Background: an optimization exercise with open tools, aiming at small area, a short achievable clock period and few clock cycles per item. Do not read the settings as production practice.
Only simulation tests tie the RTL to the original design; equivalence was not proved.
Power is estimated from default activity; no workload was simulated.

==> inputs of 06-25 <==
## alu_adder
module alu_adder (
    input             clk,
    input             rst,
    input             req_valid,
    output            req_ready,
    input      [7:0]  ctrl,
    input      [31:0] src,
    input      [31:0] dest,
    input             flag_we,
    input      [5:0]  flag_wdata,
    output reg        resp_valid,
    output     [31:0] result,
    output     [5:0]  flags,
    output reg        faulted,
    output reg [2:0]  fault_cause
);
    localparam OP_ADD = 5'd0,  OP_ADC = 5'd1,  OP_SUB = 5'd2,  OP_SBB = 5'd3;
    localparam OP_MUL = 5'd4,  OP_IMUL = 5'd5, OP_DIV = 5'd6,  OP_IDIV = 5'd7;
    localparam OP_MOD = 5'd8,  OP_IMOD = 5'd9, OP_AND = 5'd10, OP_OR = 5'd11;
    localparam OP_XOR = 5'd12, OP_SHL = 5'd13, OP_SHR = 5'd14, OP_SAR = 5'd15;
    localparam OP_SAL = 5'd16;
    localparam CAUSE_DIV_ZERO = 3'd2, CAUSE_DIV_OVF = 3'd3;
    localparam CAUSE_ILL_OP = 3'd4, CAUSE_ILL_W = 3'd5;
    localparam I_IDLE = 0;    
    localparam I_MUL  = 1;    
    localparam I_MFIN = 2;    
    localparam I_DNEG = 3;    
    localparam I_DNS  = 8;    
    localparam I_DMFIN = 9;   
    localparam I_DCLZ = 4;    
    localparam I_DALN = 5;    
    localparam I_DIT  = 6;    
    localparam I_DFIN = 7;    
    localparam [9:0] S_IDLE = 8'd1 << I_IDLE, S_MUL = 8'd1 << I_MUL, S_MFIN = 8'd1 << I_MFIN,
                     S_DNEG = 8'd1 << I_DNEG, S_DCLZ = 8'd1 << I_DCLZ, S_DALN = 8'd1 << I_DALN,
                     S_DIT = 8'd1 << I_DIT, S_DFIN = 8'd1 << I_DFIN, S_DNS = 10'd1 << I_DNS,
                     S_DMFIN = 10'd1 << I_DMFIN;
    function [31:0] rev32(input [31:0] x);
        integer k;
        for (k = 0; k < 32; k = k + 1) rev32[k] = x[31 - k];
    endfunction
    function [5:0] clz32(input [31:0] x);
        reg [15:0] z1; reg [15:0] c1;        
        reg [7:0]  z2; reg [15:0] c2;        
        reg [3:0]  z3; reg [11:0] c3;        
        reg [1:0]  z4; reg [7:0]  c4;        
        integer k;
        begin
            for (k = 0; k < 16; k = k + 1) begin
                z1[k] = !x[2*k+1] && !x[2*k];
                c1[k] = !x[2*k+1];
            end
            for (k = 0; k < 8; k = k + 1) begin
                z2[k] = z1[2*k+1] && z1[2*k];
  ...
clock: 13.0 ns
lec_check: 0
abc_area: 1
cap_margin: 65
core_margin: 2
core_utilization: 60
slew_margin: 65
run.sh (not shown) runs the stock make flow with config.mk's settings and CLKGATE_MAP_FILE= SYNTH_SCRIPT=/design/flow/synth_recipe.tcl, a recipe that flattens the netlist after the stock synthesis.
==> inputs of 01-16, as changes to 06-25 <==
--- a/flow/design.v
+++ b/flow/design.v
@@ -72,11 +72,12 @@
     assign flags = {of, sf, zf, af, pf, cf};
     reg        ready_r;
     reg        v;
     reg [31:0] sr, dr;
     reg [31:0] acc;        
-    reg [33:0] mh;         
+    reg [33:0] mh;
+    reg [31:0] md;         
     reg [9:0]  st;
     reg [4:0]  cnt;
     reg        b_p1_0, b_n1_0, b_p2_0, b_n2_0, b_p1_1, b_n1_1, b_p2_1, b_n2_1;
     reg        neg_sel;       
     reg        aln_lt;        
@@ -141,11 +142,11 @@
     wire        r_of = c_arith ? a_of : c_shift ? sh_of : 1'b0;
     wire alu_wflags = !(c_shift && sr[4:0] == 5'd0);
     wire r_zf = c_arith ? a_zf : (r_nonarith == 32'd0);
     wire r_sf = msb_w(r_alu, w8, w16);
     wire r_pf = ~^r_alu[7:0];
-    wire [33:0] mD = {{2{d_neg}}, d_sx};
+    wire [33:0] mD = {{2{d_neg}}, md | {{16{x_hi}}, {8{x_mid}}, 8'h00}};
     function [3:0] booth_enc(input [2:0] y);    
         reg one, two;
         begin
             one = y[1] ^ y[0];
             two = (y[2] & ~y[1] & ~y[0]) | (~y[2] & y[1] & y[0]);
@@ -319,10 +320,11 @@
             c_rem <= (in_op == OP_MOD) || (in_op == OP_IMOD);
             s_neg <= in_sdiv && msb_w(src, in_w8, in_w16);
             d_neg <= in_dsx && msb_w(dest, in_w8, in_w16);
             sr <= src & in_mask;
             dr <= dest & in_mask;
+            md <= dest & in_mask;
         end else begin
             if (s_idle && c_mul) sr <= {msum[3:0], sr[31:4]};
             if (s_dns) sr <= r_add;
             if (s_mul) sr <= {msum[3:0], sr[31:4]};
             if (s_dneg) dr <= r_add;
==> inputs of 11-05, as changes to 06-25 <==
--- a/flow/design.v
+++ b/flow/design.v
@@ -72,11 +72,11 @@
     assign flags = {of, sf, zf, af, pf, cf};
     reg        ready_r;
     reg        v;
     reg [31:0] sr, dr;
     reg [31:0] acc;        
-    reg [33:0] mh;         
+    reg [35:0] mh;         
     reg [9:0]  st;
     reg [4:0]  cnt;
     reg        b_p1_0, b_n1_0, b_p2_0, b_n2_0, b_p1_1, b_n1_1, b_p2_1, b_n2_1;
     reg        neg_sel;       
     reg        aln_lt;        
@@ -141,39 +141,39 @@
     wire        r_of = c_arith ? a_of : c_shift ? sh_of : 1'b0;
     wire alu_wflags = !(c_shift && sr[4:0] == 5'd0);
     wire r_zf = c_arith ? a_zf : (r_nonarith == 32'd0);
     wire r_sf = msb_w(r_alu, w8, w16);
     wire r_pf = ~^r_alu[7:0];
-    wire [33:0] mD = {{2{d_neg}}, d_sx};
+    wire [35:0] mD = {{4{d_neg}}, d_sx};
     function [3:0] booth_enc(input [2:0] y);    
         reg one, two;
         begin
             one = y[1] ^ y[0];
             two = (y[2] & ~y[1] & ~y[0]) | (~y[2] & y[1] & y[0]);
             booth_enc = {two & y[2], two & ~y[2], one & y[2], one & ~y[2]};
         end
     endfunction
-    wire [34:0] mD1 = {mD[33], mD};
-    wire [34:0] mD2 = {mD, 1'b0};
-    wire [34:0] pp0 = ({35{b_p1_0}} & mD1) | ({35{b_n1_0}} & ~mD1) | ({35{b_p2_0}} & mD2) | ({35{b_n2_0}} & ~mD2);
-    wire [34:0] pp1 = ({35{b_p1_1}} & mD1) | ({35{b_n1_1}} & ~mD1) | ({35{b_p2_1}} & mD2) | ({35{b_n2_1}} & ~mD2);
+    wire [36:0] mD1 = {mD[35], mD};
+    wire [36:0] mD2 = {mD, 1'b0};
+    wire [36:0] pp0 = ({37{b_p1_0}} & mD1) | ({37{b_n1_0}} & ~mD1) | ({37{b_p2_0}} & mD2) | ({37{b_n2_0}} & ~mD2);
+    wire [36:0] pp1 = ({37{b_p1_1}} & mD1) | ({37{b_n1_1}} & ~mD1) | ({37{b_p2_1}} & mD2) | ({37{b_n2_1}} & ~mD2);
     wire [2:0]  bd0 = {b_n1_0 | b_n2_0, 2'b00};
     wire [2:0]  bd1 = {b_n1_1 | b_n2_1, 2'b00};
-    wire [33:0] macc_in = mh & {34{!s_idle}};
-    wire [37:0] m_a = {{4{macc_in[33]}}, macc_in};
-    wire [37:0] m_b = {{3{pp0[34]}}, pp0};
-    wire [37:0] m_c = {pp1[34], pp1, bd1[2], bd1[2]};
-    wire [37:0] m_s1 = m_a ^ m_b ^ m_c;
-    wire [37:0] m_c1 = {(m_a[36:0] & m_b[36:0]) | (m_a[36:0] & m_c[36:0]) | (m_b[36:0] & m_c[36:0]), bd1[2]};
-    wire [38:0] msum_x = {m_s1, bd0[2]} + {m_c1, 1'b1};
-    wire [37:0] msum = msum_x[38:1];
+    wire [35:0] macc_in = mh & {36{!s_idle}};
+    wire [39:0] m_a = {{4{macc_in[35]}}, macc_in};
+    wire [39:0] m_b = {{3{pp0[36]}}, pp0};
+    wire [39:0] m_c = {pp1[36], pp1, bd1[2], bd1[2]};
+    wire [39:0] m_s1 = m_a ^ m_b ^ m_c;
+    wire [39:0] m_c1 = {(m_a[38:0] & m_b[38:0]) | (m_a[38:0] & m_c[38:0]) | (m_b[38:0] & m_c[38:0]), bd1[2]};
+    wire [40:0] msum_x = {m_s1, bd0[2]} + {m_c1, 1'b1};
+    wire [39:0] msum = msum_x[40:1];
     wire [31:0] mul_lo = w8 ? {24'd0, sr[31:24]} : w16 ? {16'd0, sr[31:16]} : sr;
-    wire [33:0] mz_y = yprev ? mD : 34'd0;    
-    wire [33:0] mz_p = mh ^ mz_y;
-    wire [33:0] mz_k = mh | mz_y;
-    wire        mz_zero = (mz_p == {mz_k[32:0], 1'b0});
-    wire        mul_ovf = c_imul ? (mh != {34{sr[31]}}) : !mz_zero;
+    wire [35:0] mz_y = yprev ? mD : 36'd0;    
+    wire [35:0] mz_p = mh ^ mz_y;
+    wire [35:0] mz_k = mh | mz_y;
+    wire        mz_zero = (mz_p == {mz_k[34:0], 1'b0});
+    wire        mul_ovf = c_imul ? (mh != {36{sr[31]}}) : !mz_zero;
     reg         yprev;
     wire div_sa = c_sdiv && d_neg;
     wire div_sb = c_sdiv && s_neg;
     wire div_by_zero = (sr == 32'd0);
     wire div_overflow = c_sdiv && (sr == mask) && (dr == (mask ^ (mask >> 1)));
@@ -278,11 +278,11 @@
         cnt <= n_cnt;
         neg_sel <= n_negsel;
         aln_lt <= aln_n[6];
         {k_xdr, k_xinv, k_ysr, k_yinv, k_c1, k_calu, k_xtop} <= {nk_xdr, nk_xinv, nk_ysr, nk_yinv, nk_c1, nk_calu, nk_xtop};
         rneg <= n_rneg;
-        mh <= msum[37:4];
+        mh <= msum[39:4];
         if (s_idle) begin
             if (c_div) acc <= 32'd0;
             else acc <= r_alu;
         end else if (s_mfin) begin
             acc <= mul_lo;
CAP_MARGIN = 50   (was 65)
SLEW_MARGIN = 50   (was 65)
==> results.txt <==
	11-05	06-25	01-16
Status	complete, no violations	complete, no violations	complete, no violations
Logic depth of the worst path, buffers included	20	22	20
Area of the multi-input gates	19,900 sq um	19,800 sq um	19,800 sq um
All-Layer GR Usage	55.7%	53.2%	58.4%
Final hold slack	0.496 ns	0.477 ns	0.480 ns
Share of the final layout cell area in sequential cells	16.6%	16.6%	18.9%
Initial antenna violation count	7	5	20
Setup slack after placement	8.32 ns	8.51 ns	8.56 ns
Clock Skew	0.0284 ns	0.0262 ns	0.0265 ns
Mean area per synthesized cell	6.23 sq um	6.25 sq um	6.39 sq um
Synth cell types	71	66	70
Total leakage power	14.4 nW	14.3 nW	14.9 nW
Fraction of power consumed by the clock network	13.8%	14.0%	15.0%
Testbench counts of 06-25, summed over its fixed seeds: cycles 55,703, items 24,000.
Testbench counts of 01-16, summed over its fixed seeds: cycles 55,703, items 24,000.
Testbench counts of 11-05, summed over its fixed seeds: cycles 55,703, items 24,000.

re-timing with driven ports:
No port has a modelled driver above. Below, the same layouts with a new extraction and two added sets of constraints. Step 1 assumes that a clkbuf_16 drives the clock port and a buf_2 every other input. Step 2 adds t to the input delays and takes it off the output delays; t is the mean of the earliest and latest rising clock arrival at the registers after step 1. Input paths then give back, and output paths get back, about the clock's delay inside the block. a / b / c = ideal ports / drivers / drivers and shift; a / b = the first two.
run	t (ns)	setup slack, ns	worst data-port slew with drivers (ns)
06-25	0.662	8.074 / 8.074 / 8.074	0.05
01-16	0.672	8.272 / 8.272 / 8.272	0.10
11-05	0.667	8.166 / 8.166 / 8.166	0.06
After both steps every run listed still meets setup and hold.
